From an optimization exercise on the open Yosys and OpenROAD flow, aimed at small area; shortcuts taken in it are not production practice. Only simulation tests tie the RTL to the original design; equivalence was not proved. No activity file was given, so power comes from the tool's default toggle rates.

===== design.v =====
module kojisan_sau (
    input  wire        clk,
    input  wire        rst,           
    input  wire        host_we,
    input  wire [2:0]  host_addr,
    input  wire [31:0] host_wdata,
    output reg  [31:0] host_rdata,
    output wire        irq,
    output wire        bus_req,
    output reg  [2:0]  bus_op,
    output reg  [7:0]  bus_wdata,
    output wire        bus_mack,
    input  wire        bus_ans,
    input  wire [1:0]  bus_ans_code,
    input  wire [7:0]  bus_rdata
);
    localparam [3:0] S_W_START   = 4'd1,
                     S_W_ADDR    = 4'd2,
                     S_W_CMD     = 4'd3,
                     S_W_PAYLOAD = 4'd4,
                     S_W_STOP    = 4'd5,
                     S_WAIT      = 4'd6,
                     S_R_START   = 4'd7,
                     S_R_ADDR_W  = 4'd8,
                     S_R_REG     = 4'd9,
                     S_R_RSTART  = 4'd10,
                     S_R_ADDR_R  = 4'd11,
                     S_R_DATA    = 4'd12,
                     S_R_STOP    = 4'd13,
                     S_CHECK     = 4'd14;
    reg        ie;
    reg [6:0]  addr;
    reg        busy, done, err;
    reg [3:0]  seq;         
    reg [2:0]  idx;         
    reg        abort;       
    reg        t_fail;
    reg [7:0]  crc;         
    reg [31:0] tr;          
    reg [29:0] hr;          
    reg        cy_t, cy_h, c_t, c_h;
    function [7:0] crc8b;
        input [7:0] c0, b;
        reg   [7:0] c;
        integer     i;
        begin
            c = c0 ^ b;
            for (i = 0; i < 8; i = i + 1)
                c = c[7] ? ((c << 1) ^ 8'h31) : (c << 1);
            crc8b = c;
        end
    endfunction
    wire        first_byte = (idx == 3'd0) || (idx == 3'd3);
    wire [7:0]  crc_next   = crc8b(first_byte ? 8'hFF : crc, bus_rdata);
    wire        h_bad      = (crc != 8'd0);
    wire in_wait  = (seq == S_WAIT);
    wire in_check = (seq == S_CHECK);
    assign bus_req  = busy && !(seq[2] && seq[1] && !seq[0]);
    assign bus_mack = idx[2] && idx[0];
    wire [3:0] s = seq;
    wire addr_byte = s[3] ^ s[1] ^ s[0];        
    always @(*) begin
        bus_op[2] = abort | (s[2] & ~s[1] & (s[0] | s[3]));
        bus_op[1] = ~abort & ((~s[2] & (s[1] | s[3])) | (~s[3] & s[2] & ~s[0]));
        bus_op[0] = abort | ~(s[3] & ~s[0] & (s[1] | s[2]));
        bus_wdata[0]   = s[3] & s[1];
        bus_wdata[7:1] = addr_byte ? addr : {2'b00, s[1], 2'b00, s[1], 1'b0};
    end
    wire ans_ok    = bus_ans && (bus_ans_code == 2'd0);
    wire ans_nack  = bus_ans && (bus_ans_code == 2'd1);
    wire ans_fault = bus_ans && bus_ans_code[1];
    wire csum = err && in_check;
    wire bus_e = err && !in_check;
    wire [31:0] status_word = {9'd0, err ? idx : 3'd0, err ? seq : 4'd0, 6'd0,
                               csum && h_bad, csum && t_fail,
                               bus_e && !abort, bus_e && abort,
                               csum, err && !(csum && t_fail), 1'b0,
                               err, done, busy};
    wire sel_t = done && (host_addr == 3'd3);
    wire sel_h = done && (host_addr == 3'd4);
    always @(*) begin
        host_rdata = ({32{sel_t}} & tr) | ({32{sel_h}} & {2'b00, hr});
        case (host_addr)
            3'd0:    host_rdata[8] = ie;
            3'd1:    host_rdata = host_rdata | status_word;
            3'd2:    host_rdata[6:0] = addr;
            default: ;
        endcase
    end
    assign irq = ie && (done || err);
    wire wr_ctrl   = host_we && (host_addr == 3'd0);
    wire wr_addr   = host_we && (host_addr == 3'd2);
    wire do_start  = wr_ctrl && host_wdata[0] && !busy;
    wire do_clr    = wr_ctrl && !host_wdata[0] && host_wdata[1] && !busy;
    wire [2:0] pass = crc[7:5];
    wire [4:0] j    = crc[4:0];
    wire conv       = busy && in_check;
    wire waiting    = busy && in_wait;
    wire wait_end   = c_t && (j == 5'd3) && tr[18] && tr[20] && tr[21] && tr[22] && tr[23] && tr[24];
    wire p0 = (pass == 3'd0), p1 = (pass == 3'd1), p2 = (pass == 3'd2),
         p3 = (pass == 3'd3), p4 = (pass == 3'd4);
    wire ta = tr[0] & (c_t || !in_wait);
    wire tb = in_wait ? 1'b0 : (p0 || p1) ? tr[2] :
              p2 ? ~tr[3] :
              p3 ? (tr[16] & (j < 5'd16)) :
              (j == 5'd23 || j == 5'd24 || j == 5'd27 || j >= 5'd29);
    wire tci = (j == 5'd0) ? (!in_wait && (p2 || (p4 && c_t))) :
               ((in_wait && j == 5'd18) || cy_t);
    wire ts  = ta ^ tb ^ tci;
    wire tco = (ta & tb) | (ta & tci) | (tb & tci);
    wire ha = hr[0] & !in_wait;
    wire hb = in_wait ? 1'b0 : (p0 || p1) ? hr[2] :
              p3 ? (hr[16] & (j < 5'd14)) : 1'b0;
    wire hci = (j == 5'd0) ? (p4 && !in_wait && c_h) : cy_h;
    wire hs  = ha ^ hb ^ hci;
    wire hco = (ha & hb) | (ha & hci) | (hb & hci);
    wire h_step = (j < 5'd30);
    always @(posedge clk) begin
        if (rst) begin
            ie    <= 1'b0;
            addr  <= 7'h45;
            busy  <= 1'b0;
            done  <= 1'b0;
            err   <= 1'b0;
        end else begin
            if (wr_ctrl)
                ie <= host_wdata[8];
            if (wr_addr && !busy)
                addr <= host_wdata[6:0];
            if (do_start || do_clr) begin
                done <= 1'b0;
                err  <= 1'b0;
            end
            if (do_start)
                busy <= 1'b1;
            if (busy) begin
                if (in_wait) begin
                    if (wait_end)
                        seq <= seq + 4'd1;
                end else if (in_check) begin
                    if (crc == 8'd159) begin
                        done <= 1'b1;
                        busy <= 1'b0;
                    end
                end else if (abort) begin
                    if (bus_ans) begin
                        err  <= 1'b1;
                        busy <= 1'b0;
                    end
                end else if (ans_fault) begin
                    err  <= 1'b1;
                    busy <= 1'b0;
                end else if (ans_nack) begin
                    abort <= 1'b1;
                end else if (ans_ok) begin
                    if (seq == S_R_DATA && idx != 3'd5)
                        idx <= idx + 3'd1;
                    else
                        seq <= seq + 4'd1;
                    if (seq == S_R_STOP && (t_fail || h_bad)) begin
                        err  <= 1'b1;
                        busy <= 1'b0;
                    end
                end
            end
        end
        if (do_start) begin
            seq   <= S_W_START;
            idx   <= 3'd0;
            abort <= 1'b0;
        end
        if (busy && seq == S_R_DATA && ans_ok) begin
            crc <= crc_next;
            if (idx == 3'd2)
                t_fail <= (crc_next != 8'd0);
        end else if (conv || waiting)
            crc <= crc + 8'd1;
        else if (busy && seq == S_W_STOP)
            crc <= 8'd0;
        if (busy && seq == S_R_DATA && ans_ok) begin
            case (idx)
                3'd0: tr[29:22] <= bus_rdata;
                3'd1: tr[21:14] <= bus_rdata;
                3'd3: hr[28:21] <= bus_rdata;
                3'd4: hr[20:13] <= bus_rdata;
                default: ;
            endcase
        end
        if (busy && seq == S_W_STOP)
            c_t <= 1'b0;
        if (waiting || conv) begin
            tr   <= {ts, tr[31:1]};
            cy_t <= tco;
            if (in_wait) begin
                if (j == 5'd31)
                    c_t <= 1'b1;
            end else if (p3 && j == 5'd15)
                c_t <= ts | tco;
        end
        if (conv || waiting) begin
            if (h_step) begin
                hr   <= {hs, hr[29:1]};
                cy_h <= hco;
                if (p3 && j == 5'd15)
                    c_h <= hs | hco;
            end
        end
    end
endmodule

===== flow/run.sh =====
#!/bin/bash
# The standard layout (standard.sh) with two changes:
#  - synthesis is the standard flow's own script, except that ABC maps the combinational
#    logic with an area-oriented script (flow/area.abc) instead of ORFS's
#    delay-oriented one; registers are mapped before ABC, so they are the
#    standard synthesis's registers;
#  - every port still gets its own buffer, but it is the smallest buffer cell.
# Each tool's full output goes to the ORFS logs under orfs/logs; the make output
# goes to standard_flow.log.
set -euo pipefail
cd "$(dirname "$0")/.."
W=$PWD
{
  echo 'proc abc {args} {'
  echo '  set i [lsearch $args -script]'
  echo "  if {\$i >= 0} { lset args [expr {\$i+1}] $W/flow/area.abc }"
  echo '  yosys abc {*}$args'
  echo '}'
  cat synth_recipe.tcl
} > area_synth.tcl
export BUFFER_PORTS_ARGS="-buffer_cell sky130_fd_sc_hd__buf_1"
bash standard.sh SYNTH_SCRIPT="$W/area_synth.tcl" finish > standard_flow.log 2>&1

===== flow/area.abc =====
strash
dc2
dch
amap

===== standard.sh =====
#!/bin/bash
# synth_recipe.tcl (not shown) runs the flow's synth.tcl, then flattens the netlist and writes it again
# the make line also repeats each setting of config.mk as NAME=value (left out here)
make -C /OpenROAD-flow-scripts/flow DESIGN_CONFIG=/design/flow/config.mk WORK_HOME=/design/flow/orfs CLKGATE_MAP_FILE= SYNTH_SCRIPT=/design/flow/synth_recipe.tcl "${@:-finish}"

===== config.mk =====
export PLATFORM = sky130hd
export DESIGN_NAME = kojisan_sau
export DESIGN_NICKNAME = kojisan_sau
export VERILOG_FILES = /design/flow/design.v
export SDC_FILE = /design/flow/constraint.sdc
export NUM_CORES = 4
export LEC_CHECK = 0
export CAP_MARGIN = 20
export CORE_MARGIN = 2
export CORE_UTILIZATION = 40
export CTS_BUF_LIST = sky130_fd_sc_hd__clkbuf_8
export SLEW_MARGIN = 20

===== constraint.sdc =====
create_clock -name core_clock -period 500.0 [get_ports {clk}]
set_input_delay 100.0000 -clock core_clock [delete_from_list [all_inputs] [get_ports {clk}]]
set_output_delay 100.0000 -clock core_clock [all_outputs]
set_load 0.01 [all_outputs]

==> impl_results.md, run 1 <==
* Cell variety after synth at a little over 40
* DR iter-0 viols at 306
* WL/cell at approximately 18 um
* Clk sink count at 94
* CP Max Fanout at 19
* Dpl ws at 298070 ps
* Final Hold Fails at 0
* Horiz. Die Dim at 114 um
* Final setup TNS at 0 ps
* Leak at 0.00185 uW
* Final period util at 40.4%
* Die area at 0.0131 mm2
* Post-DP HPWL at ~10 mm
* Worst Setup Slack, final at 298040 ps
* Syn Nets at 607
* Post-CTS setup buffer count at 0
* Worst clock skew at 15.6 ps
* Most frequent cells in the layout: clkinv_1, buf_1, edfxtp_1, nor2_1, o21ai_0
* IO buf count at 70
* Worst skew pair latency at about 390 ps
* Worst VDD drop at about 0.0011 mV
* Post-synth EDFFs at between 50 and 60
* Boundary pin count at 95
* # hold bufs at CTS at 0
* H-tree Lvls at 3
* Total GRT Usage at a little over a fifth
* FF-to-FF End: t_fail
* Critical Path Start Type: input port
* Worst Setup SP: host_addr[1]
* Max Slew Vio Count at 0
* CTS Buf Count at 9
* Initial antenna violation count at 0
* Pre-antenna DRT Iters at 5
* Cells after Synth at 539
* Share of layout cells above drive strength 1 at 3.96%
* Max-cap viol count at 0
* CTS tree: yes
* Gr ovfl total at 0
* Setup crit end kind: output port
* Vias per cell at 5.72
* Initial Util at just over 40%
* Pwr Density at between 2 and 3 mW/mm2
* WS Path Type: in2out
* CTS root buffer: clkbuf_8
* Worst Max-Slew Pin Slew at between 700 and 800 ps
* Nets at 695
* Critical Path End: host_rdata[18]
* Clock transition at path regs at 110 ps
* Die Y at 114 um
* Largest net degree at the start of global routing at 41
* Core footprint at 0.0120 mm2
* Vias in the first global route at 4031
* Rel. slew slack at 47.9%
* Syn_area_per_cell at between 9 and 10 um2
* FFs w/ async S/R, synth at 0%
* Global-route wire length before repair at between 20 and 25 mm
* Fmax at 0.00495 GHz
* Status: finished clean
* Final RePlAce weighted congestion at 0.874
* RSZ-0062 raised after global routing: false
* DRC at 0
* Final ANT Viol Nets at 0
* Mapped cell area at approximately 0.005 mm2
* CTS Buffer Depth at 2
* Fin crit period at 201960 ps
* Number of diodes at 0
* Synth Register Bits at 94
* # rows at 40
* Register area share after synthesis at 50.4%
* Area Overhead vs Synth at 15.0%
* R2R Path Start: idx[0]
* R2r setup slk at 496650 ps
* Hold Crit Class: reg2reg
* Worst EP required at 400000 ps
* Post-synth top flop: edfxtp_1
* R2r worst-path depth at 15
* Setup violations, final at 0
* Post-CTS sizing at 0
* Total number of vias at approximately 4500
* Worst EP arrival at 101960 ps
* Final wirelength at 13.9 mm
* Synth Warn # at 1
* Commonest non-fill, non-tap cell in the layout: clkinv_1
[power by group]
group / total, uW / leakage (uW) / switching (uW) / internal, uW
sequential: 8.46 / 0.000818 / 0.187 / 8.28
clock: 5.74 / 0.000112 / 2.89 / 2.85
combinational: 2.41 / 0.000919 / 1.64 / 0.761
total: 16.6 / 0.00185 / 4.73 / 11.9
[cell usage after synthesis (all sizes together), types with 3 or more instances]
cell	count	area share [%]
clkinv	91	7.0
edfxtp	58	36
nor2	57	4.4
o21ai	54	5.5
o22ai	51	6.5
nand2	44	3.4
dfxtp	36	15
a21oi	28	2.9
ha	17	4.4
nor3	16	1.6
nand3	11	1.1
a22oi	8	1.2
a22o	6	1.1
a221oi	5	0.90
nand4	5	0.64
nor4	5	0.64
a221o	4	0.82
a31oi	4	0.51
nor2b	4	0.51
a211oi	3	0.46
and3	3	0.38
[worst min-delay path by stage]
stage / start / to / slack (ps) / cells after the start
floorplan: hr[3] / hr[2] / 420 / 0
global placement: tr[13] / tr[12] / 430 / 0
detailed placement: tr[31] / tr[30] / 430 / 0
CTS: tr[31] / tr[30] / 450 / 0
global route: tr[31] / tr[30] / 460 / 0
finish: tr[31] / tr[30] / 460 / 0
[kinds of logic (layout without fill, tap and decap cells)]
logic type | after synthesis | in the layout | share of synthesized area, %
DFF | 94 | 94 | 50.4
adders and majority gates | 19 | 19 | 5.18
and+or+nand+nor | 149 | 149 | 13.2
buffers and inverters | 91 | 184 | 6.99
AOI/OAI and AO/OA | 186 | 186 | 24.2
[registers in the layout, indices dropped and copies added, names as in the netlist]
signal / count
tr: 32
hr: 30
crc: 8
addr: 7
seq: 4
idx: 3
abort: 1
busy: 1
c_h: 1
c_t: 1
cy_h: 1
cy_t: 1
done: 1
err: 1
ie: 1
t_fail: 1
[per-stage QoR]
step | util (%) | hold WS, ps | cell area (um2) | cells | power [uW]
5_1_grt | 47.0 | 457 | 5620 | 779 | 17.4
4_1_cts | 47.0 | 455 | 5620 | 779 | 16.7
2_1_floorplan | - | 418 | 4880 | 539 | 10.3
3_5_place_dp | 45.1 | 434 | 5400 | 763 | 11.0
3_3_place_gp | 45.1 | 430 | 5400 | 763 | 11.0
6_report | 47.0 | 455 | 5620 | 779 | 16.6
[area by class of cell]
type / count / area [um2]
clock buffer: 9 / 124
inverter: 91 / 342
clock inverter: 7 / 95.1
fill: 1190 / 6340
multi-input combinational: 354 / 2090
timing repair buffer: 77 / 315
sequential: 94 / 2460
tap: 147 / 184
[worst max-delay path, stage by stage]
cell      delay (ps)
buf_1            150
clkinv_1         160
nor4_2           270
buf_4            290
clkinv_1         440
o21ai_0          450
buf_1            190
[metal layers]
metal	track usage (%)	part of all wire (%)
met1	29.1	45
met2	34.9	47
met3	3.02	5.3
met4	8.94	2.7
met5	0	0
==> inputs of run 2 (changes only) <==
--- a/design.v
+++ b/design.v
@@ -35,9 +35,9 @@
     reg [2:0]  idx;         
     reg        abort;       
-    reg        t_fail;
+    reg        t_fail;      
     reg [7:0]  crc;         
     reg [31:0] tr;          
     reg [29:0] hr;          
-    reg        cy_t, cy_h, c_t, c_h;
+    reg        cy_t, cy_h;
     function [7:0] crc8b;
         input [7:0] c0, b;
@@ -97,13 +97,14 @@
     wire conv       = busy && in_check;
     wire waiting    = busy && in_wait;
-    wire wait_end   = c_t && (j == 5'd3) && tr[18] && tr[20] && tr[21] && tr[22] && tr[23] && tr[24];
+    wire wait_end   = t_fail && (j == 5'd3) && tr[18] && tr[20] && tr[21] && tr[22] && tr[23] && tr[24];
     wire p0 = (pass == 3'd0), p1 = (pass == 3'd1), p2 = (pass == 3'd2),
          p3 = (pass == 3'd3), p4 = (pass == 3'd4);
-    wire ta = tr[0] & (c_t || !in_wait);
+    wire dry  = conv && p3;                  
+    wire tc   = (j == 5'd23 || j == 5'd24 || j == 5'd27 || j >= 5'd29);    
+    wire ta = tr[0] & (t_fail || !in_wait);
     wire tb = in_wait ? 1'b0 : (p0 || p1) ? tr[2] :
               p2 ? ~tr[3] :
-              p3 ? (tr[16] & (j < 5'd16)) :
-              (j == 5'd23 || j == 5'd24 || j == 5'd27 || j >= 5'd29);
-    wire tci = (j == 5'd0) ? (!in_wait && (p2 || (p4 && c_t))) :
+              j[4] ? (p4 && tc) : tr[16];
+    wire tci = (j == 5'd0) ? (!in_wait && (p2 || (p4 && cy_t))) :
                ((in_wait && j == 5'd18) || cy_t);
     wire ts  = ta ^ tb ^ tci;
@@ -111,6 +112,6 @@
     wire ha = hr[0] & !in_wait;
     wire hb = in_wait ? 1'b0 : (p0 || p1) ? hr[2] :
-              p3 ? (hr[16] & (j < 5'd14)) : 1'b0;
-    wire hci = (j == 5'd0) ? (p4 && !in_wait && c_h) : cy_h;
+              (p3 || p4) ? (hr[16] & (j < 5'd14)) : 1'b0;
+    wire hci = (j == 5'd0) ? (p4 && !in_wait && cy_h) : cy_h;
     wire hs  = ha ^ hb ^ hci;
     wire hco = (ha & hb) | (ha & hci) | (hb & hci);
@@ -172,6 +173,6 @@
         if (busy && seq == S_R_DATA && ans_ok) begin
             crc <= crc_next;
-            if (idx == 3'd2)
-                t_fail <= (crc_next != 8'd0);
+            if (idx == 3'd3)             
+                t_fail <= h_bad;
         end else if (conv || waiting)
             crc <= crc + 8'd1;
@@ -188,20 +189,19 @@
         end
         if (busy && seq == S_W_STOP)
-            c_t <= 1'b0;
+            t_fail <= 1'b0;
+        if (waiting && j == 5'd31)
+            t_fail <= 1'b1;
         if (waiting || conv) begin
-            tr   <= {ts, tr[31:1]};
-            cy_t <= tco;
-            if (in_wait) begin
-                if (j == 5'd31)
-                    c_t <= 1'b1;
-            end else if (p3 && j == 5'd15)
-                c_t <= ts | tco;
-        end
-        if (conv || waiting) begin
+            tr <= {dry ? ta : ts, tr[31:1]};
+            if (!dry || j < 5'd15)
+                cy_t <= tco;
+            else if (j == 5'd15)
+                cy_t <= ts | tco;
             if (h_step) begin
-                hr   <= {hs, hr[29:1]};
-                cy_h <= hco;
-                if (p3 && j == 5'd15)
-                    c_h <= hs | hco;
+                hr <= {dry ? ha : hs, hr[29:1]};
+                if (!dry || j < 5'd15)
+                    cy_h <= hco;
+                else if (j == 5'd15)
+                    cy_h <= hs | hco;
             end
         end
--- a/flow/run.sh
+++ b/flow/run.sh
@@ -1,9 +1,10 @@
 #!/bin/bash
-# The standard layout (standard.sh) with two changes:
+# The standard layout (standard.sh) with three changes:
 #  - synthesis is the standard flow's own script, except that ABC maps the combinational
 #    logic with an area-oriented script (flow/area.abc) instead of ORFS's
 #    delay-oriented one; registers are mapped before ABC, so they are the
 #    standard synthesis's registers;
-#  - every port still gets its own buffer, but it is the smallest buffer cell.
+#  - every port still gets its own buffer, but it is the smallest buffer cell;
+#  - clock tree synthesis adds no dummy loads.
 # Each tool's full output goes to the ORFS logs under orfs/logs; the make output
 # goes to standard_flow.log.
@@ -20,3 +21,4 @@
 } > area_synth.tcl
 export BUFFER_PORTS_ARGS="-buffer_cell sky130_fd_sc_hd__buf_1"
+export CTS_ARGS="-sink_clustering_enable -repair_clock_nets -buf_list sky130_fd_sc_hd__clkbuf_8 -dont_use_dummy_load"
 bash standard.sh SYNTH_SCRIPT="$W/area_synth.tcl" finish > standard_flow.log 2>&1
==> flow/area.abc (replaced) <==
strash
dc2
dch
amap -m -F 4 -A 10
&get -n
&st
&deepsyn -T 60
&put
dch
amap -m -F 4 -A 10
==> run 2 against run 1 <==
  * Non-clock buffer count shrank 1
  * Die area shrank 2.8%
  * Critical path type unchanged
  * Utilization shrank 0.42 points
  * Critical endpoint is now host_rdata[8]
  * Clock skew grew 7.5 ps
  * Register-to-register slack lost 260 ps
  * First-iteration DRC count grew 57%
  * Cell count shrank 5.6%
  * Wire length grew 0.78%
  * Hold slack is essentially flat
  * Synthesized cell count shrank 5.9%
  * Sequential share of layout area grew 0.99 points
  * Area after synthesis shrank 2.9%
==> impl_results.md, run 2 <==
* Status: finished clean
* Boundary pin count at 95 (unchanged)
* Post-synth EDFFs at 56 (-3.4%)
* Initial Util at 41.2% (+0.35 points)
* Regs by FF count: tr (32), hr (30), crc (8)
* H-tree Lvls at 3 (unchanged)
* Total GRT Usage at 22.4% (+0.83 points)
* Area leader, netlist: edfxtp_1
* Post-synth top cells: clkinv_1, nor2_1, edfxtp_1, o21ai_0
* Worst Max-Slew Pin Slew at 864 ps (+90.2 ps)
* Global-route wire length before repair at 22.0 mm (+2.1%)
* Initial antenna violation count at 0 (unchanged)
* Placed Cells at 726 (-4.8%)
* R2r worst-path depth at 12 (-3)
* Worst EP arrival at 102550 ps (+590 ps)
* Post-Layout Cell Count at 735 (-5.6%)
* Post-synth top flop: edfxtp_1
* Share of layout cells above drive strength 1 at 2.87% (-1.1 points)
* Worst Setup Slack, final at 297450 ps (-595 ps)
* Register area share after synthesis at 50.7% (+0.24 points)
* Horiz. Die Dim at 113 um (-1.4%)
* Final period util at 40.5% (+0.12 points)
* Mapped cell area at 0.00474 mm2 (-2.9%)
* Most frequent cells in the layout: clkinv_1, buf_1, nor2_1, edfxtp_1, o21ai_0
* Clock share of power at 28.3% (-6.3 points)
* Worst skew pair latency at 380 ps (about the same)
* Fill count at 1136 (-4.5%)
* Final wirelength at 14.0 mm (+0.78%)
* Number of flip-flops in the largest register at 32 (unchanged)
* Area Overhead vs Synth at 13.0%
* CTS Buffer Depth at 2 (unchanged)
* Count leader, synth: clkinv_1
* Cells after Synth at 507 (-5.9%)
* Worst VDD drop at 0.00135 mV (+23%)
* Critical Path Start Type: input port
* Fin crit period at 202550 ps (+595 ps)
* Final RePlAce weighted congestion at 0.886 (+1.3%)
* Fmax at 0.00494 GHz (-0.29%)
* CTS Buf Count at 9 (unchanged)
* Total number of vias at 4305 (-3.4%)
* Pre-antenna DRT Iters at 18 (+13)
* CP most frequent cell: buf_1
* Nets at 661 (-4.9%)
* CTS root buffer: clkbuf_8
* Rel. slew slack at 42.1% (-5.8 points)
* Final Hold Fails at 0 (unchanged)
* Largest cells by area after synthesis: edfxtp_1, dfxtp_1, clkinv_1
* Clk sink count at 92 (-2.1%)
* Core footprint at 0.0115 mm2 (-3.7%)
* Worst stage delay on the critical path at 800 ps (+350 ps)
* # rows at 39 (-2.5%)
* Worst clock skew at 23.0 ps (+7.47 ps)
* Max-cap viol count at 0 (unchanged)
* Die Y at 113 um (-1.4%)
* Worst EP required at 400000 ps (about the same)
* Hold Crit Class: reg2reg
* Die area at 0.0127 mm2 (-2.8%)
* Register share of total power at 59.1% (+8.1 points)
* Vias in the first global route at 4107 (+1.9%)
* Clock transition at path regs at 80 ps (-30 ps)
* Final ANT Viol Nets at 0 (unchanged)
* Commonest non-fill, non-tap cell in the layout: clkinv_1
* Sw Share at 26.7% (-1.8 points)
* Top cell type's share of synthesized area at 35.5% (-0.20 points)
* Most flop-heavy register: tr
* Max Slew Vio Count at 0 (unchanged)
* Dpl ws at 297500 ps (-567 ps)
* DR iter-0 viols at 480 (+57%)
* WS Path Type: in2out
* Syn_area_per_cell at 9.35 um2 (+3.2%)
* WHS Path Cells at 0 (unchanged)
* Leak at 0.00176 uW (-4.7%)
* Logic pwr share at 12.6% (-1.9 points)
* Pwr Density at 2.61 mW/mm2 (-12%)
* Cell variety after synth at 37 (-9.8%)
* Final setup TNS at 0 ps (unchanged)
* Setup violations, final at 0 (unchanged)
* IO buf count at 70 (unchanged)
* Vias per cell at 5.86 (+2.3%)
* Setup crit end kind: output port
* # hold bufs at CTS at 0 (unchanged)
* Synth Warn # at 1 (unchanged)
* Slowest library cell on the worst path: clkinv_1
* Worst path cell trace: buf_1, nor3b_1, nand2_1, clkinv_1, a222oi_1, o21ai_0, buf_1
* Number of diodes at 0 (unchanged)
* Synth Register Bits at 92 (-2.1%)
* Gr ovfl total at 0 (unchanged)
* Post-CTS setup buffer count at 0 (unchanged)
* CTS tree: yes
* DRC at 0 (unchanged)
* FFs w/ async S/R, synth at 0% (unchanged)
* Syn Nets at 574 (-5.4%)
* Post-DP HPWL at 10.4 mm (+0.59%)
* RSZ-0062 raised after global routing: false
* CP Max Fanout at 25 (+6)
* Net load switching power at 3.73 uW (-21%)
* Largest net degree at the start of global routing at 33 (-20%)
* WL/cell at 19.0 um (+6.8%)
* Post-CTS sizing at 0 (unchanged)
* Pint at 10.3 uW (-14%)
## run 2: cell count changes after synthesis, sizes merged, moves of 4 or more
cell,before,now
o22ai,51,16
a222oi,2,22
o21ai,54,37
nand2,44,36
clkinv,91,85
nor2,57,63
o221ai,0,6
a221oi,5,0
a22o,6,11
a22oi,8,12
nand3,11,7
nor2b,4,8
## run 2: routing by layer
| layer | track usage (%) | vias to the layer above | part of all wire, % |
|---|---|---|---|
| li1 | - | 2062 | - |
| met1 | 29.8 | 2037 | 44 |
| met2 | 36.6 | 179 | 47 |
| met3 | 3.64 | 27 | 6.6 |
| met4 | 9.35 | 0 | 2.5 |
| met5 | 0 | - | 0 |
## run 2: logic make-up after synthesis
kind of cell	share of synthesized area [%]
AOI/OAI and AO/OA	23.7
adders and majority gates	5.07
buffers and inverters	6.73
DFF	50.7
and+or+nand+nor	13.9
## run 2: power groups by stage
| stage | sequential (uW) | combinational [uW] | clock [uW] |
|---|---|---|---|
| CTS | 8.27 | 1.77 | 4.10 |
| detailed placement | 8.45 | 1.76 | 0 |
| global placement | 8.43 | 1.72 | 0 |
| floorplan | 8.38 | 1.15 | 0 |
| global route | 8.31 | 1.99 | 4.33 |
| finish | 8.27 | 1.77 | 3.96 |
## run 2: cell type report
type                       count  area, um2  share of cell area [%]
clock buffer                   9        124                    2.31
inverter                      85        319                    5.95
multi-input combinational    330       2030                    37.8
sequential                    92       2400                    44.8
tap                          143        179                    3.34
timing repair buffer          76        308                    5.74
## run 2: through the flow
stage / total power, uW / instance area (um2) / hold slack [ps] / util (%)
floorplan: 9.53 / 4740 / 418 / -
global placement: 10.2 / 5240 / 435 / 45.5
detailed placement: 10.2 / 5240 / 438 / 45.5
CTS: 14.1 / 5360 / 457 / 46.5
global route: 14.6 / 5360 / 473 / 46.5
finish: 14.0 / 5360 / 456 / 46.5
## run 2: worst paths after layout
kind	slack, ps	start	to
max	297450	host_addr[2]	host_rdata[8]
min	460	hr[12]	hr[11]
max reg2reg	496390	seq[0]	hr[20]
min reg2reg	460	hr[12]	hr[11]
## run 2: critical path: cells and delay by family
kind,cells,cell delay (ps)
buffers and inverters,3,1150
AOI/OAI and AO/OA,2,970
and+or+nand+nor,2,420
==> inputs of run 3 (changes only) <==
==> flow/area.abc (replaced) <==
strash
dc2
dch
amap -m -F 4 -A 10
==> run 3 against run 2 <==
  * First-iteration DRC count shrank 26%
  * Hold slack worse by 19 ps
  * Largest power group unchanged
  * Still clean
  * Critical path type unchanged
  * Clock skew up 2.9 ps
  * Sequential share of layout area down 0.28 points
  * Cell count rose by 1.9%
  * Critical endpoint is now host_rdata[16]
  * Synthesized cell count grew 3.0%
==> impl_results.md, run 3 <==
* Status: finished clean
* Count leader, synth: clkinv_1
* Worst hold start: hr[10]
* Worst EP arrival at 102440 ps (-110 ps)
* Post-DP HPWL at 10.3 mm (-1.1%)
* Die area at 0.0128 mm2 (+0.74%)
* Register area share after synthesis at 50.3% (-0.38 points)
* Rel. slew slack at 39.4% (-2.7 points)
* Global-route wire length before repair at 21.7 mm (-1.3%)
* Pre-antenna DRT Iters at 8 (-10)
* Max Slew Vio Count at 0 (unchanged)
* Critical Path Start Type: input port
* CTS tree: yes
* Final wirelength at 13.9 mm (-0.54%)
* Mapped cell area at 0.00478 mm2 (+0.77%)
* Gr ovfl total at 0 (unchanged)
* CP Max Fanout at 17 (-32%)
* Initial Util at 41.5% (+0.32 points)
* Horiz. Die Dim at 113 um (+0.37%)
* Final setup TNS at 0 ps (unchanged)
* Worst path cell trace: buf_1, nor2_1, nand3_1, clkinv_1, a222oi_1, clkinv_1, buf_1
* Share of layout cells above drive strength 1 at 2.81% (-0.066 points)
* Commonest non-fill, non-tap cell in the layout: clkinv_1
* Boundary pin count at 95 (unchanged)
* Setup violations, final at 0 (unchanged)
* Number of diodes at 0 (unchanged)
* Vias in the first global route at 4161 (+1.3%)
* Post-synth top cells: clkinv_1, o22ai_1, edfxtp_1, o21ai_0, nand2_1
* Fmax at 0.00494 GHz (about the same)
* Initial antenna violation count at 0 (unchanged)
* RSZ-0062 raised after global routing: false
* Total GRT Usage at 21.7% (-0.67 points)
* Most frequent cells in the layout: clkinv_1, buf_1, o22ai_1, edfxtp_1, o21ai_0
* Post-synth top flop: edfxtp_1
* FFs w/ async S/R, synth at 0% (unchanged)
* Post-synth EDFFs at 56 (unchanged)
* Area leader, netlist: edfxtp_1
* Leak at 0.00172 uW (-2.4%)
* DRC at 0 (unchanged)
* Clk sink count at 92 (unchanged)
* Number of flip-flops in the largest register at 32 (unchanged)
* IO buf count at 70 (unchanged)
* Pwr Density at 2.57 mW/mm2 (-1.5%)
* # hold bufs at CTS at 0 (unchanged)
* Cell variety after synth at 34 (-8.1%)
* Syn Nets at 589 (+2.6%)
* Cells after Synth at 522 (+3.0%)
* Clock transition at path regs at 100 ps (+20 ps)
* Syn_area_per_cell at 9.15 um2 (-2.1%)
* Worst Max-Slew Pin Slew at 901 ps (+37.4 ps)
* Largest net degree at the start of global routing at 36 (+9.1%)
* Synth Register Bits at 92 (unchanged)
* Post-CTS sizing at 0 (unchanged)
* CTS root buffer: clkbuf_8
* Vias per cell at 5.91 (+0.98%)
* # rows at 39 (unchanged)
* H-tree Lvls at 3 (unchanged)
* WS Path Type: in2out
* Setup crit end kind: output port
* WL/cell at 18.6 um (-2.4%)
* Worst skew pair latency at 380 ps (about the same)
* Largest cells by area after synthesis: edfxtp_1, dfxtp_1, o22ai_1
* Worst stage delay on the critical path at 690 ps (-110 ps)
* Overall Power at 13.9 uW (-0.89%)
* Multi-input gate area at 0.00203 mm2 (unchanged)
* Most flop-heavy register: tr
* Slowest library cell on the worst path: clkinv_1
* Core footprint at 0.0115 mm2 (unchanged)
* Synth Warn # at 1 (unchanged)
* Worst EP required at 400000 ps (about the same)
* Area Overhead vs Synth at 12.9%
* Max-cap viol count at 0 (unchanged)
* Worst Setup SP: host_addr[2]
* Regs by FF count: tr (32), hr (30), crc (8)
* Nets at 675 (+2.1%)
* Final Hold Fails at 0 (unchanged)
* R2R Path Start: seq[3]
* CTS Buf Count at 9 (unchanged)
* Top cell type's share of synthesized area at 35.2% (-0.27 points)
* Hold Crit Class: reg2reg
* Final ANT Viol Nets at 0 (unchanged)
* R2r setup slk at 495860 ps (-530 ps)
* Worst clock skew at 25.9 ps (+2.89 ps)
* Worst VDD drop at 0.00145 mV (+7.4%)
* Fill count at 1139 (+0.26%)
* Final period util at 40.5% (about the same)
* Post-CTS setup buffer count at 0 (unchanged)
* Total number of vias at 4430 (+2.9%)
* Final RePlAce weighted congestion at 0.895 (+1.0%)
* Die Y at 113 um (+0.37%)
* DR iter-0 viols at 353 (-26%)
* Register area at 0.00240 mm2 (unchanged)
* Fin crit period at 202440 ps (-113 ps)
* CTS Buffer Depth at 2 (unchanged)
-- run 3: cell types whose count changed in the layout (fill, tap and decap cells not counted), moves of 4 or more --
cell | previous run | this run
a22oi_1 | 12 | 6
a221oi_1 | 0 | 4
clkinv_1 | 85 | 96
a222oi_1 | 22 | 6
o22ai_1 | 16 | 58
o21ai_0 | 37 | 45
nor2_1 | 62 | 37
a22o_1 | 11 | 6
a21oi_1 | 30 | 34
a31oi_1 | 7 | 12
o22a_1 | 4 | 0
-- run 3: report_power, final --
part | internal [uW] | leakage, uW | switching (uW)
logic | 0.523 | 0.000879 | 1.08
registers | 8.07 | 0.000778 | 0.132
clock network | 1.62 | 0.0000647 | 2.45
-- run 3: per-layer routing --
metal | part of all wire, % | wire length, um | vias up | global-route usage, %
met5 | 0 | 0 | - | 0
met1 | 47 | 6600 | 2136 | 30.5
met3 | 6.2 | 860 | 12 | 5.36
li1 | - | - | 2135 | -
met4 | 0.89 | 123 | 0 | 4.88
met2 | 45 | 6310 | 147 | 34.2
-- run 3: area by class of cell --
class | instances | share of cell area [%]
Sequential cell | 92 | 44.5
Inverter | 96 | 6.68
Timing Repair Buffer | 75 | 5.57
Clock buffer | 9 | 2.30
Multi-Input combinational cell | 334 | 37.6
Tap cell | 143 | 3.32
-- run 3: through the flow --
stage	cells	hold WS (ps)	utilization, %	area (um2)	worst slack (ps)
after floorplan	522	418	-	4780	298630
after global placement	740	425	45.7	5260	297670
after detailed placement	740	433	45.7	5260	297640
after CTS	749	446	46.8	5380	297630
after global routing	749	464	46.8	5390	297390
final	749	437	46.8	5390	297560
-- run 3: worst paths after layout --
check,end,cells after the start
min,hr[9],0
min reg2reg,hr[9],0
max reg2reg,hr[14],9
max,host_rdata[16],7
-- run 3: critical path: cells and delay by family --
kind	cells	cell delay (ps)
compound gates	1	630
simple gates	2	660
buf+inv	4	1140
-- run 3: kinds of logic after synthesis --
| family | share of synthesized area, % |
|---|---|
| compound gates | 26.2 |
| simple gates | 11.0 |
| buf+inv | 7.54 |
| flops | 50.3 |
| fa+ha+maj | 5.03 |
==> inputs of run 4 (changes only) <==
--- a/design.v
+++ b/design.v
@@ -117,4 +117,17 @@
     wire hco = (ha & hb) | (ha & hci) | (hb & hci);
     wire h_step = (j < 5'd30);
+    wire        rot_now = waiting || conv;
+    wire        ld_thi  = busy && seq == S_R_DATA && ans_ok && idx == 3'd0;
+    wire        ld_tlo  = busy && seq == S_R_DATA && ans_ok && idx == 3'd1;
+    wire        th_hold = !(rot_now || ld_thi);
+    wire        tl_hold = !(rot_now || ld_tlo);
+    wire [15:0] traw_next = ({16{rot_now}} & tr[30:15])
+                          | {{8{ld_thi}} & bus_rdata, {8{ld_tlo}} & bus_rdata}
+                          | ({{8{th_hold}}, {8{tl_hold}}} & tr[29:14]);
+    wire       crc_ld   = busy && seq == S_R_DATA && ans_ok;
+    wire       crc_inc  = (conv || waiting) && !crc_ld;
+    wire       crc_keep = !(crc_ld || crc_inc || (busy && seq == S_W_STOP));
+    wire [7:0] crc_nx   = ({8{crc_ld}} & crc_next) | ({8{crc_inc}} & (crc + 8'd1))
+                        | ({8{crc_keep}} & crc);
     always @(posedge clk) begin
         if (rst) begin
@@ -171,16 +184,9 @@
             abort <= 1'b0;
         end
-        if (busy && seq == S_R_DATA && ans_ok) begin
-            crc <= crc_next;
-            if (idx == 3'd3)             
-                t_fail <= h_bad;
-        end else if (conv || waiting)
-            crc <= crc + 8'd1;
-        else if (busy && seq == S_W_STOP)
-            crc <= 8'd0;
+        crc <= crc_nx;
+        if (busy && seq == S_R_DATA && ans_ok && idx == 3'd3)
+            t_fail <= h_bad;         
         if (busy && seq == S_R_DATA && ans_ok) begin
             case (idx)
-                3'd0: tr[29:22] <= bus_rdata;
-                3'd1: tr[21:14] <= bus_rdata;
                 3'd3: hr[28:21] <= bus_rdata;
                 3'd4: hr[20:13] <= bus_rdata;
@@ -192,6 +198,7 @@
         if (waiting && j == 5'd31)
             t_fail <= 1'b1;
+        tr[29:14] <= traw_next;
         if (waiting || conv) begin
-            tr <= {dry ? ta : ts, tr[31:1]};
+            {tr[31:30], tr[13:0]} <= {dry ? ta : ts, tr[31], tr[14:1]};
             if (!dry || j < 5'd15)
                 cy_t <= tco;
==> run 4 against run 3 <==
  * Hold slack improved by 20 ps
  * Die area decreased by 3.0%
  * Register-to-register slack improved by 80 ps
  * Setup slack got worse by 27 ps
  * Still clean on timing, DRC and antenna
  * Utilization decreased by 0.71 points
==> impl_results.md, run 4 <==
* Status: finished clean
* IO buf count at 70 (unchanged)
* Clock share of power at 24.6% (-4.7 points)
* Register share of total power at 53.2% (-5.9 points)
* Gr ovfl total at 0 (unchanged)
* Total number of vias at 4465 (+0.79%)
* Hold Crit Class: reg2reg
* Post-synth top flop: dfxtp_1
* Register area share after synthesis at 46.7% (-3.6 points)
* Pint at 10.9 uW (+6.5%)
* Horiz. Die Dim at 112 um (-1.5%)
* Post-CTS setup buffer count at 0 (unchanged)
* Post-synth EDFFs at 32 (-43%)
* DR WL met3 at 826 um (-4.0%)
* FF-to-FF End: tr[27]
* Worst VDD drop at 0.00143 mV (-1.5%)
* Cell variety after synth at 39 (+15%)
* Area post-placement at 0.00512 mm2 (-2.7%)
* Mapped cell area at 0.00463 mm2 (-3.1%)
* Commonest non-fill, non-tap cell in the layout: clkinv_1
* Die Y at 112 um (-1.5%)
* Leak at 0.00176 uW (+2.1%)
* Synth Warn # at 1 (unchanged)
* Area Overhead vs Synth at 13.2%
* Area leader, netlist: dfxtp_1
* CTS root buffer: clkbuf_8
* DR iter-0 viols at 524 (+48%)
* Most flop-heavy register: tr
* Worst Path Buf+Inv at 3 (-1)
* WS Path Type: in2out
* Worst EP required at 400000 ps (about the same)
* CTS Buf Count at 9 (unchanged)
* Max-cap viol count at 0 (unchanged)
* Total GRT Usage at 22.5% (+0.72 points)
* Pre-antenna DRT Iters at 6 (-2)
* Final ANT Viol Nets at 0 (unchanged)
* CP Max Fanout at 21 (+4)
* Initial antenna violation count at 0 (unchanged)
* Number of flip-flops in the largest register at 32 (unchanged)
* Clock transition at path regs at 100 ps (about the same)
* Final Hold Fails at 0 (unchanged)
* CP delay by family, top: buffers and inverters
* H-tree Lvls at 3 (unchanged)
* Number of diodes at 0 (unchanged)
* Critical Path Start Type: input port
* Fin crit period at 202470 ps (+27.0 ps)
* Top cell type's share of synthesized area at 25.9% (-9.3 points)
* Placed Cells at 747 (+0.95%)
* CTS Buffer Depth at 2 (unchanged)
* R2R Path Start: seq[3]
* Core footprint at 0.0114 mm2 (-1.3%)
* Net load switching power at 5.33 uW (+45%)
* Worst EP arrival at 102470 ps (+30 ps)
* # rows at 39 (unchanged)
* Most frequent cells in the layout: clkinv_1, buf_1, dfxtp_1, o21ai_0, nor2_1
* Worst skew pair latency at 370 ps (about the same)
* Syn Nets at 595 (+1.0%)
* Overall Power at 16.2 uW (+17%)
* Metal-1 WL at 6.47 mm (-1.9%)
* Worst path cell trace: buf_1, nor2_1, nand3_1, clkinv_1, a221oi_1, a22oi_1, buf_1
* Largest cells by area after synthesis: dfxtp_1, edfxtp_1, clkinv_1
* Fill count at 1157 (+1.6%)
* Sw Share at 32.9% (+6.5 points)
* Post-synth top cells: clkinv_1, dfxtp_1, o21ai_0, nor2_1, nand2_1
* CTS tree: yes
* Setup crit end kind: output port
* Vias per cell at 5.91 (-0.14%)
* Post-Layout Cell Count at 756 (+0.93%)
* Syn_area_per_cell at 8.77 um2 (-4.2%)
* Cells after Synth at 528 (+1.1%)
* DRC at 0 (unchanged)
* Setup violations, final at 0 (unchanged)
* CP most frequent cell: buf_1
* Top Metal Used: met4
* Hold endpoint: hr[6]
* Regs by FF count: tr (32), hr (30), crc (8)
* WL/cell at 18.6 um (+0.51%)
* Final setup TNS at 0 ps (unchanged)
* Fmax at 0.00494 GHz (about the same)
* Post-DP HPWL at 10.4 mm (+1.0%)
* Final period util at 40.5% (about the same)
* Pwr Density at 3.09 mW/mm2 (+20%)
* Initial Util at 40.7% (-0.76 points)
* Largest net degree at the start of global routing at 31 (-14%)
* Register area at 0.00216 mm2 (-10%)
* Rel. slew slack at 32.2% (-7.1 points)
* Slowest library cell on the worst path: clkinv_1
* Synth Register Bits at 92 (unchanged)
* Worst Max-Slew Pin Slew at 1010 ps (+108 ps)
* RSZ-0062 raised after global routing: false
* # hold bufs at CTS at 0 (unchanged)
* Max Slew Vio Count at 0 (unchanged)
* Worst stage delay on the critical path at 770 ps (+80 ps)
* FFs w/ async S/R, synth at 0% (unchanged)
* Post-CTS sizing at 0 (unchanged)
* Share of layout cells above drive strength 1 at 2.61% (-0.20 points)
* Vias in the first global route at 4131 (-0.72%)
* Design area at 0.00524 mm2 (-2.8%)
* Worst clock skew at 26.6 ps (+0.720 ps)
* Worst hold start: hr[7]
* Logic pwr share at 22.2% (+11 points)
* Multi-input gate area at 0.00217 mm2 (+6.9%)
* Met2 routed WL at 6.47 mm (+2.5%)
* Final wirelength at 14.1 mm (+1.4%)
* Boundary pin count at 95 (unchanged)
* R2r setup slk at 495940 ps (+80 ps)
* Die area at 0.0125 mm2 (-3.0%)
* R2r worst-path depth at 9 (unchanged)
* Clk sink count at 92 (unchanged)
* Final RePlAce weighted congestion at 0.931 (+4.0%)
* Hold_ws at 457 ps (+20.4 ps)
* Nets at 682 (+1.0%)
* Count leader, synth: clkinv_1
* Global-route wire length before repair at 22.2 mm (+2.6%)
* WHS Path Cells at 0 (unchanged)
==> run 4: cell count changes after synthesis, moves of 4 or more <==
cell,change
dfxtp_1,+24
edfxtp_1,-24
o22ai_1,-22
clkinv_1,-15
nor2_1,+15
a21oi_1,-12
o21ai_0,+9
a222oi_1,+8
a22oi_1,+7
a31oi_1,-5
o221ai_1,+5
o31ai_1,+4
==> run 4: power by group through the flow <==
stage / Sequential (uW) / Clock [uW] / Combinational (uW)
2_1_floorplan: 8.57 / 0 / 2.52
3_3_place_gp: 8.77 / 0 / 3.50
3_5_place_dp: 8.77 / 0 / 3.55
4_1_cts: 8.60 / 4.07 / 3.58
5_1_grt: 8.67 / 4.31 / 4.08
6_report: 8.62 / 3.99 / 3.60
==> run 4: metal layers <==
metal / track usage [%] / vias up
li1: - / 2154
met1: 31.2 / 2124
met2: 36.2 / 160
met3: 2.99 / 27
met4: 7.90 / 0
met5: 0 / -
==> run 4: worst max-delay path by stage <==
| stage | startpoint | end | slack (ps) | cells after the start |
|---|---|---|---|---|
| after floorplan | host_addr[1] | host_rdata[0] | 298700 | 6 |
| after global placement | host_addr[2] | host_rdata[6] | 297700 | 7 |
| after detailed placement | host_addr[2] | host_rdata[6] | 297690 | 7 |
| after CTS | host_addr[2] | host_rdata[6] | 297680 | 7 |
| after global routing | host_addr[2] | host_rdata[4] | 297380 | 7 |
| final | host_addr[2] | host_rdata[4] | 297530 | 7 |
==> run 4: worst register-to-register path, cell delays in order (launching register included) <==
cell,delay [ps]
dfxtp_1,510
clkinv_1,240
nor2_1,180
nand2_1,100
nor3_1,670
clkinv_1,500
nor3_1,890
nor2_1,310
a222oi_1,460
clkinv_1,100
==> run 4: layout make-up <==
type	instances	share of cell area, %
multi-input combinational	355	41.3
sequential	92	41.2
inverter	81	5.80
clock buffer	9	2.36
tap	143	3.41
timing repair buffer	76	5.87
==> run 4: stage by stage <==
step / util (%) / setup WS (ps)
after floorplan: - / 298700
after global placement: 45.0 / 297700
after detailed placement: 45.0 / 297690
after CTS: 46.1 / 297680
after global routing: 46.1 / 297380
final: 46.1 / 297530
==> run 4: cells by family after synthesis <==
| family | count (synthesis) | synth area share [%] |
|---|---|---|
| adder cells (fa/ha/maj) | 18 | 5.19 |
| buffers and inverters | 81 | 6.57 |
| AO/OA/AOI/OAI | 196 | 28.3 |
| AND/OR/NAND/NOR | 140 | 13.1 |
| flip-flops | 92 | 46.7 |
| XOR/XNOR | 1 | 0.189 |
==> inputs of run 5 (changes only) <==
--- a/design.v
+++ b/design.v
@@ -36,5 +36,5 @@
     reg        abort;       
     reg        t_fail;      
-    reg [7:0]  crc;         
+    reg [7:0]  cnt;         
     reg [31:0] tr;          
     reg [29:0] hr;          
@@ -52,9 +52,12 @@
     endfunction
     wire        first_byte = (idx == 3'd0) || (idx == 3'd3);
+    wire [7:0]  crc        = tr[13:6];
     wire [7:0]  crc_next   = crc8b(first_byte ? 8'hFF : crc, bus_rdata);
     wire        h_bad      = (crc != 8'd0);
     wire in_wait  = (seq == S_WAIT);
     wire in_check = (seq == S_CHECK);
-    assign bus_req  = busy && !(seq[2] && seq[1] && !seq[0]);
+    wire in_data  = (seq == S_R_DATA);
+    wire moving   = in_data && !cnt[3];       
+    assign bus_req  = busy && !(seq[2] && seq[1] && !seq[0]) && !moving;
     assign bus_mack = idx[2] && idx[0];
     wire [3:0] s = seq;
@@ -93,6 +96,6 @@
     wire do_start  = wr_ctrl && host_wdata[0] && !busy;
     wire do_clr    = wr_ctrl && !host_wdata[0] && host_wdata[1] && !busy;
-    wire [2:0] pass = crc[7:5];
-    wire [4:0] j    = crc[4:0];
+    wire [2:0] pass = cnt[7:5];
+    wire [4:0] j    = cnt[4:0];
     wire conv       = busy && in_check;
     wire waiting    = busy && in_wait;
@@ -117,17 +120,25 @@
     wire hco = (ha & hb) | (ha & hci) | (hb & hci);
     wire h_step = (j < 5'd30);
-    wire        rot_now = waiting || conv;
-    wire        ld_thi  = busy && seq == S_R_DATA && ans_ok && idx == 3'd0;
-    wire        ld_tlo  = busy && seq == S_R_DATA && ans_ok && idx == 3'd1;
-    wire        th_hold = !(rot_now || ld_thi);
-    wire        tl_hold = !(rot_now || ld_tlo);
-    wire [15:0] traw_next = ({16{rot_now}} & tr[30:15])
-                          | {{8{ld_thi}} & bus_rdata, {8{ld_tlo}} & bus_rdata}
-                          | ({{8{th_hold}}, {8{tl_hold}}} & tr[29:14]);
-    wire       crc_ld   = busy && seq == S_R_DATA && ans_ok;
-    wire       crc_inc  = (conv || waiting) && !crc_ld;
-    wire       crc_keep = !(crc_ld || crc_inc || (busy && seq == S_W_STOP));
-    wire [7:0] crc_nx   = ({8{crc_ld}} & crc_next) | ({8{crc_inc}} & (crc + 8'd1))
-                        | ({8{crc_keep}} & crc);
+    wire rot    = waiting || conv;
+    wire h_rot  = rot && h_step;
+    wire mv_t   = busy && moving && idx == 3'd1;
+    wire mv_h   = busy && moving && idx == 3'd4;
+    wire dat    = busy && in_data && ans_ok;
+    wire ld_t   = dat && (idx == 3'd0 || idx == 3'd1);
+    wire ld_h   = dat && (idx == 3'd3 || idx == 3'd4);
+    wire sh_t   = rot || mv_t;
+    wire sh_h   = h_rot || mv_h;
+    wire t29_nx = (rot && tr[30]) | (mv_t && tr[14]) | (!sh_t && tr[29]);
+    wire [7:0] tw_nx = ({8{sh_t}} & tr[22:15]) | ({8{ld_t}} & bus_rdata)
+                     | ({8{!(sh_t || ld_t)}} & tr[21:14]);
+    wire [7:0] tc_nx = ({8{rot}} & tr[14:7]) | ({8{dat}} & crc_next)
+                     | ({8{!(rot || dat)}} & tr[13:6]);
+    wire h28_nx = (h_rot && hr[29]) | (mv_h && hr[13]) | (!sh_h && hr[28]);
+    wire [7:0] hw_nx = ({8{sh_h}} & hr[21:14]) | ({8{ld_h}} & bus_rdata)
+                     | ({8{!(sh_h || ld_h || (rot && !h_step))}} & hr[20:13])
+                     | ({8{rot && !h_step}} & hr[20:13]);
+    wire cnt_clr = (busy && in_data && bus_ans) || (busy && seq == S_W_STOP);
+    wire cnt_inc = !cnt_clr && (rot || (busy && in_data && !cnt[3]));
+    wire [7:0] cnt_nx = ({8{cnt_inc}} & (cnt + 8'd1)) | ({8{!(cnt_clr || cnt_inc)}} & cnt);
     always @(posedge clk) begin
         if (rst) begin
@@ -153,5 +164,5 @@
                         seq <= seq + 4'd1;
                 end else if (in_check) begin
-                    if (crc == 8'd159) begin
+                    if (cnt == 8'd159) begin
                         done <= 1'b1;
                         busy <= 1'b0;
@@ -184,21 +195,16 @@
             abort <= 1'b0;
         end
-        crc <= crc_nx;
-        if (busy && seq == S_R_DATA && ans_ok && idx == 3'd3)
+        cnt <= cnt_nx;
+        if (busy && in_data && ans_ok && idx == 3'd3)
             t_fail <= h_bad;         
-        if (busy && seq == S_R_DATA && ans_ok) begin
-            case (idx)
-                3'd3: hr[28:21] <= bus_rdata;
-                3'd4: hr[20:13] <= bus_rdata;
-                default: ;
-            endcase
-        end
         if (busy && seq == S_W_STOP)
             t_fail <= 1'b0;
         if (waiting && j == 5'd31)
             t_fail <= 1'b1;
-        tr[29:14] <= traw_next;
+        {tr[29], tr[21:6]} <= {t29_nx, tw_nx, tc_nx};
+        hr[28] <= h28_nx;
+        hr[20:13] <= hw_nx;
         if (waiting || conv) begin
-            {tr[31:30], tr[13:0]} <= {dry ? ta : ts, tr[31], tr[14:1]};
+            {tr[31:30], tr[28:22], tr[5:0]} <= {dry ? ta : ts, tr[31], tr[29:23], tr[6:1]};
             if (!dry || j < 5'd15)
                 cy_t <= tco;
@@ -206,5 +212,5 @@
                 cy_t <= ts | tco;
             if (h_step) begin
-                hr <= {dry ? ha : hs, hr[29:1]};
+                {hr[29], hr[27:21], hr[12:0]} <= {dry ? ha : hs, hr[28:22], hr[13:1]};
                 if (!dry || j < 5'd15)
                     cy_h <= hco;
@@ -212,4 +218,9 @@
                     cy_h <= hs | hco;
             end
+        end else if (busy && moving) begin
+            if (idx == 3'd1)
+                tr[28:22] <= tr[29:23];
+            if (idx == 3'd4)
+                hr[27:21] <= hr[28:22];
         end
     end
--- a/flow/run.sh
+++ b/flow/run.sh
@@ -21,4 +21,4 @@
 } > area_synth.tcl
 export BUFFER_PORTS_ARGS="-buffer_cell sky130_fd_sc_hd__buf_1"
-export CTS_ARGS="-sink_clustering_enable -repair_clock_nets -buf_list sky130_fd_sc_hd__clkbuf_8 -dont_use_dummy_load"
+export CTS_ARGS="-sink_clustering_enable -repair_clock_nets -sink_clustering_size 24 -sink_clustering_max_diameter 200 -buf_list sky130_fd_sc_hd__clkbuf_8 -dont_use_dummy_load"
 bash standard.sh SYNTH_SCRIPT="$W/area_synth.tcl" finish > standard_flow.log 2>&1
==> run 5 against run 4 <==
  * Sequential cell count unchanged
  * Design area down 0.76%
  * Global-route usage down 0.94 points
  * Largest power group unchanged
==> impl_results.md, run 5 <==
* Horiz. Die Dim at 111 um (-0.22%)
* R2r setup slk at 495940 ps (about the same)
* Final ANT Viol Nets at 0 (unchanged)
* Global-route wire length before repair at 20.9 mm (-6.1%)
* Gr ovfl total at 0 (unchanged)
* M3 GR Usage at 3.65% (+0.65 points)
* Clock transition at path regs at 90 ps (about the same)
* DRC at 0 (unchanged)
* Post-synth top flop: dfxtp_1
* Post-CTS sizing at 0 (unchanged)
* Area Overhead vs Synth at 12.9%
* Initial antenna violation count at 0 (unchanged)
* Status: finished clean
* Top cell type's share of synthesized area at 24.8% (-1.2 points)
* CTS Buffer Depth at 2 (unchanged)
* Syn Nets at 584 (-1.8%)
* Fin crit period at 202440 ps (-24.0 ps)
* Fill count at 1128 (-2.5%)
* FFs w/ async S/R, synth at 0% (unchanged)
* Synth Warn # at 1 (unchanged)
* Met2 usage at 33.1% (-3.1 points)
* WS Path Type: in2out
* Max-cap viol count at 0 (unchanged)
* Final setup TNS at 0 ps (unchanged)
* Nets at 668 (-2.1%)
* # rows at 39 (unchanged)
* Cell variety after synth at 37 (-5.1%)
* Number of flip-flops in the largest register at 32 (unchanged)
* Post-synth EDFFs at 38 (+19%)
* Vias in the first global route at 3960 (-4.1%)
* CP Max Fanout at 6 (-71%)
* Worst EP arrival at 102440 ps (-30 ps)
* Mapped cell area at 0.00461 mm2 (-0.46%)
* Post-CTS setup buffer count at 0 (unchanged)
* Worst clock skew at 27.0 ps (+0.336 ps)
* CTS root buffer: clkbuf_8
* Gr busiest metal: met2
* WL/cell at 18.0 um (-3.5%)
* Largest net degree at the start of global routing at 30 (-3.2%)
* Rel. slew slack at 32.1% (-0.14 points)
* Total number of vias at 4267 (-4.4%)
* Final Hold Fails at 0 (unchanged)
* Pwr Density at 2.70 mW/mm2 (-13%)
* Die area at 0.0124 mm2 (-0.45%)
* RSZ-0062 raised after global routing: false
* Post-synth top cells: clkinv_1, nor2_1, dfxtp_1, o21ai_0, edfxtp_1
* Die Y at 111 um (-0.22%)
* Worst Setup Slack, final at 297560 ps (+24.0 ps)
* CTS tree: yes
* Setup violations, final at 0 (unchanged)
* Count leader, synth: clkinv_1
* Dpl ws at 297690 ps (-3.00 ps)
* Leak at 0.00169 uW (-3.9%)
* Regs by FF count: tr (32), hr (30), cnt (8)
* CTS Buf Count at 9 (unchanged)
* Most frequent cells in the layout: clkinv_1, buf_1, nor2_1, dfxtp_1, o21ai_0
* IO buf count at 70 (unchanged)
* Worst EP required at 400000 ps (about the same)
* Core footprint at 0.0113 mm2 (-0.43%)
* Clk sink count at 92 (unchanged)
* Final RePlAce weighted congestion at 0.956 (+2.7%)
* # hold bufs at CTS at 0 (unchanged)
* Worst VDD drop at 0.00120 mV (-16%)
* Hold Crit Class: reg2reg
* Boundary pin count at 95 (unchanged)
* Commonest non-fill, non-tap cell in the layout: clkinv_1
* Final period util at 40.5% (about the same)
* Setup crit end kind: output port
* Worst Max-Slew Pin Slew at 1010 ps (+2.07 ps)
* Final wirelength at 13.3 mm (-5.3%)
* Cells after Synth at 517 (-2.1%)
* Syn_area_per_cell at 8.92 um2 (+1.7%)
* DR iter-0 viols at 423 (-19%)
* Register area share after synthesis at 48.2% (+1.5 points)
* Most flop-heavy register: tr
* Number of diodes at 0 (unchanged)
* Area leader, netlist: edfxtp_1
* Share of layout cells above drive strength 1 at 2.17% (-0.44 points)
* Post-DP HPWL at 10.0 mm (-3.7%)
* Total GRT Usage at 21.5% (-0.94 points)
* Max Slew Vio Count at 0 (unchanged)
* Largest cells by area after synthesis: edfxtp_1, dfxtp_1, clkinv_1
* Worst skew pair latency at 370 ps (about the same)
* Vias per cell at 5.75 (-2.6%)
* Critical Path Start Type: input port
* H-tree Lvls at 3 (unchanged)
* Post-Layout Cell Count at 742 (-1.9%)
* Pre-antenna DRT Iters at 6 (unchanged)
* Met1 Use GR at 30.0% (-1.3 points)
* Placed Cells at 733 (-1.9%)
* Synth Register Bits at 92 (unchanged)
* Fmax at 0.00494 GHz (about the same)
* Initial Util at 40.7% (about the same)
## run 5: stage by stage
stage	util [%]	hold WS (ps)	power, uW	instance area [um2]
2_1_floorplan	-	416	9.60	4610
3_3_place_gp	44.9	422	10.2	5080
3_5_place_dp	44.9	428	10.2	5080
4_1_cts	46.0	441	14.1	5200
5_1_grt	46.0	447	14.7	5200
6_report	46.0	441	14.0	5200
## run 5: final timing paths
kind | start | endpoint | cells past startpoint
max | host_addr[0] | host_rdata[8] | 11
min | tr[31] | tr[30] | 0
max reg2reg | seq[0] | hr[13] | 13
min reg2reg | tr[31] | tr[30] | 0
## run 5: layout make-up
type | instances | area [um2] | share of cell area, %
repair buffers | 73 | 285 | 5.48
well taps | 143 | 179 | 3.44
clock buffers | 9 | 124 | 2.38
inverters | 99 | 372 | 7.14
flip-flops and latches | 92 | 2220 | 42.7
multi-input cells | 326 | 2020 | 38.9
## run 5: metal layers
| metal | vias to the layer above | routed length (um) |
|---|---|---|
| met2 | 182 | 6040 |
| met3 | 26 | 926 |
| met5 | - | 0 |
| met4 | 0 | 352 |
| li1 | 2083 | - |
| met1 | 1976 | 6030 |
## run 5: worst max-delay path, cell delays in order
cell and delay (ps):
buf_1 130, clkinv_1 130, nor3_1 280, clkinv_1 130, nor2_1 500, clkinv_1 340
nor2_1 390, nand2_1 100, o21ai_0 110, a221o_1 170, buf_1 170
## run 5: logic make-up (layout without fill, tap and decap cells)
group | after synthesis | count (layout) | share of synthesized area [%]
AOI/OAI and AO/OA | 171 | 171 | 25.7
adders and majority gates | 18 | 18 | 5.21
buffers and inverters | 99 | 181 | 8.06
DFF | 92 | 92 | 48.2
and+or+nand+nor | 137 | 137 | 12.9
## run 5: report_power, final
part           total, uW  switching [uW]  internal [uW]
logic               1.95            1.31          0.642
registers           8.13           0.223           7.90
clock network       3.96            2.34           1.61
total               14.0            3.87           10.2
==> inputs of run 6 (changes only) <==
--- a/flow/run.sh
+++ b/flow/run.sh
@@ -21,4 +21,4 @@
 } > area_synth.tcl
 export BUFFER_PORTS_ARGS="-buffer_cell sky130_fd_sc_hd__buf_1"
-export CTS_ARGS="-sink_clustering_enable -repair_clock_nets -sink_clustering_size 24 -sink_clustering_max_diameter 200 -buf_list sky130_fd_sc_hd__clkbuf_8 -dont_use_dummy_load"
+export CTS_ARGS="-sink_clustering_enable -repair_clock_nets -sink_clustering_size 32 -sink_clustering_max_diameter 200 -buf_list sky130_fd_sc_hd__clkbuf_16 -dont_use_dummy_load"
 bash standard.sh SYNTH_SCRIPT="$W/area_synth.tcl" finish > standard_flow.log 2>&1
==> run 6 against run 5 <==
  * Die area unchanged
  * Fmax about the same
  * Setup slack got worse by 61 ps
  * Largest cell class unchanged
  * First-iteration DRC count increased by 5.0%
  * Power increased by 13%
  * Clock skew decreased by 8.4 ps
  * Critical path type unchanged
  * Clock-buffer cell count unchanged
  * Non-clock buffer count unchanged
  * Design area increased by 1.9%
  * Hold slack about the same
  * Critical path depth unchanged
  * Highest routed layer unchanged
  * Utilization increased by 0.90 points
==> impl_results.md, run 6 <==
* FF-to-FF End: hr[13]
* Largest cells by area after synthesis: edfxtp_1, dfxtp_1, clkinv_1
* Setup crit end kind: output port
* IO buf count at 70 (unchanged)
* Post-synth top cells: clkinv_1, nor2_1, dfxtp_1, o21ai_0, edfxtp_1
* Gr ovfl total at 0 (unchanged)
* Core footprint at 0.0113 mm2 (unchanged)
* Syn Nets at 584 (unchanged)
* Synth Warn # at 1 (unchanged)
* Net load switching power at 4.08 uW (+5.4%)
* CTS root buffer: clkbuf_16
* Worst path cell trace: buf_1, clkinv_1, nor3_1, clkinv_1, nor2_1, clkinv_1, nor2_1, nand2_1, o21ai_0, a221o_1, buf_1
* Initial antenna violation count at 0 (unchanged)
* Worst EP required at 400000 ps (about the same)
* Fmax at 0.00494 GHz (about the same)
* Worst hold start: tr[29]
* H-tree Lvls at 3 (unchanged)
* Worst VDD drop at 0.00160 mV (+33%)
* Die area at 0.0124 mm2 (unchanged)
* Worst stage delay on the critical path at 510 ps (about the same)
* Worst skew pair latency at 340 ps (-30 ps)
* CTS Buf Count at 9 (unchanged)
* Final ANT Viol Nets at 0 (unchanged)
* Nets at 668 (unchanged)
* Clk sink count at 92 (unchanged)
* Max-cap viol count at 0 (unchanged)
* Worst Path Buf+Inv at 5 (unchanged)
* Post-CTS sizing at 0 (unchanged)
* DRC at 0 (unchanged)
* Post-DP HPWL at 10.0 mm (unchanged)
* Final Hold Fails at 0 (unchanged)
* Pre-antenna DRT Iters at 7 (+1)
* Cells after Synth at 517 (unchanged)
* Final setup TNS at 0 ps (unchanged)
* WHS Path Cells at 0 (unchanged)
* Boundary pin count at 95 (unchanged)
* Critical Path Start Type: input port
* Final wirelength at 13.4 mm (+0.15%)
* Post-Layout Cell Count at 742 (unchanged)
* Overall Power at 15.8 uW (+13%)
* Clock transition at path regs at 60 ps (-30 ps)
* Vias in the first global route at 3962 (+0.051%)
* Die Y at 111 um (unchanged)
* Placed Cells at 733 (unchanged)
* Hold Crit Class: reg2reg
* Final RePlAce weighted congestion at 0.956 (unchanged)
* Total GRT Usage at 21.6% (+0.093 points)
* Horiz. Die Dim at 111 um (unchanged)
* Post-synth EDFFs at 38 (unchanged)
* Total number of vias at 4296 (+0.68%)
* Number of diodes at 0 (unchanged)
* Area leader, netlist: edfxtp_1
* Max Slew Vio Count at 0 (unchanged)
* Number of flip-flops in the largest register at 32 (unchanged)
* CTS Buffer Depth at 2 (unchanged)
* Vias per cell at 5.79 (+0.68%)
* Most flop-heavy register: tr
* # rows at 39 (unchanged)
* Syn_area_per_cell at 8.92 um2 (unchanged)
* Cell variety after synth at 37 (unchanged)
* Initial Util at 40.7% (unchanged)
* Register share of total power at 51.5% (-6.4 points)
* Worst EP arrival at 102500 ps (+60 ps)
* Area Overhead vs Synth at 15.1%
* Pint at 11.7 uW (+15%)
* Rel. slew slack at 31.3% (-0.75 points)
* Post-CTS setup buffer count at 0 (unchanged)
* FFs w/ async S/R, synth at 0% (unchanged)
* Mapped cell area at 0.00461 mm2 (unchanged)
* Status: finished clean
* R2r worst-path depth at 13 (unchanged)
* Final period util at 40.5% (about the same)
* WS Path Type: in2out
* Most frequent cells in the layout: clkinv_1, buf_1, nor2_1, dfxtp_1, o21ai_0
* Count leader, synth: clkinv_1
* R2r setup slk at 495900 ps (-40 ps)
* Register area share after synthesis at 48.2% (unchanged)
* Slowest library cell on the worst path: nor2_1
* Commonest non-fill, non-tap cell in the layout: clkinv_1
* Clock share of power at 36.1% (+7.9 points)
* Worst Max-Slew Pin Slew at 1020 ps (+8.33 ps)
* Largest net degree at the start of global routing at 30 (unchanged)
* Worst clock skew at 18.6 ps (-8.40 ps)
* Top cell type's share of synthesized area at 24.8% (unchanged)
* # hold bufs at CTS at 0 (unchanged)
* CTS tree: yes
* Share of layout cells above drive strength 1 at 2.17% (unchanged)
* CP Max Fanout at 6 (unchanged)
* WL/cell at 18.0 um (+0.15%)
* CP most frequent cell: clkinv_1
* Logic pwr share at 12.4% (-1.5 points)
* DR iter-0 viols at 444 (+5.0%)
* Sw Share at 25.8% (-1.8 points)
* Global-route wire length before repair at 21.0 mm (+0.40%)
* Setup violations, final at 0 (unchanged)
* R2R Path Start: seq[0]
* Fin crit period at 202500 ps (+61.0 ps)
* CP delay by family, top: simple AND/OR/NAND/NOR gates
* RSZ-0062 raised after global routing: false
* Post-layout util at 46.9% (+0.90 points)
* Synth Register Bits at 92 (unchanged)
* Pwr Density at 2.98 mW/mm2 (+10%)
* Regs by FF count: tr (32), hr (30), cnt (8)
* Hold endpoint: tr[28]
* Leak at 0.00173 uW (+2.7%)
* Post-synth top flop: dfxtp_1
run 6: logic make-up after synthesis:
logic type | Yosys count | synth area share (%)
AO/OA/AOI/OAI | 171 | 25.7
AND/OR/NAND/NOR | 137 | 12.9
buffers and inverters | 99 | 8.06
flip-flops | 92 | 48.2
adder cells (fa/ha/maj) | 18 | 5.21
run 6: metal layers:
metal	up-vias	routed length, um	GRT usage (%)
li1	2080	-	-
met4	0	335	10.4
met5	-	0	0
met2	167	6110	32.9
met3	28	843	3.59
met1	2021	6070	30.1
run 6: cell type report:
cell class                 instances  area (um2)
fill                            1121        6020
multi-input combinational        326        2020
clock buffer                       9         225
timing repair buffer              73         285
sequential                        92        2220
tap                              143         179
inverter                          99         372
run 6: metrics by stage:
stage          area, um2  hold slack [ps]  setup slack, ps
2_1_floorplan       4610              416           297220
3_3_place_gp        5080              422           297680
3_5_place_dp        5080              428           297690
4_1_cts             5310              443           297670
5_1_grt             5310              453           297340
6_report            5310              441           297500
run 6: worst max-delay path by stage:
stage,start,end,slack (ps),depth (start not counted)
final,host_addr[0],host_rdata[8],297500,11
after global routing,host_addr[0],host_rdata[8],297340,11
after CTS,host_addr[0],host_rdata[8],297670,11
after detailed placement,host_addr[0],host_rdata[8],297690,11
after global placement,host_addr[0],host_rdata[8],297680,11
after floorplan,host_addr[0],host_rdata[10],297220,4
run 6: power groups by stage:
stage | Sequential (uW) | Clock, uW | Combinational [uW]
floorplan | 8.22 | 0 | 1.38
global placement | 8.29 | 0 | 1.90
detailed placement | 8.29 | 0 | 1.94
CTS | 8.13 | 5.85 | 1.95
global route | 8.16 | 6.11 | 2.22
finish | 8.14 | 5.71 | 1.95

## afterwards: timing with drivers on the ports
The results above use ideal ports. As a check the final layouts listed here were re-extracted and re-timed, cells and wires unchanged.
Step 1 sets driving cells, clkbuf_16 on the clock port and buf_2 on the other inputs (assumed; they add their load-dependent delay and slew).
Step 2 times the ports against the registers' clock, not the clock port: input delays grow and output delays shrink by t, the midpoint of the rising clock arrivals with the driver on.
Three values: ideal ports, drivers, drivers and shift; two values: the first two.
run	t, ns	setup slack, ns
run 1	0.411	298.043 / 298.013 / 298.013
run 2	0.398	297.448 / 297.426 / 297.426
run 3	0.404	297.561 / 297.535 / 297.535
run 4	0.391	297.534 / 297.513 / 297.513
run 5	0.394	297.558 / 297.534 / 297.534
run 6	0.372	297.497 / 297.473 / 297.473
After both steps every run listed still meets setup and hold.
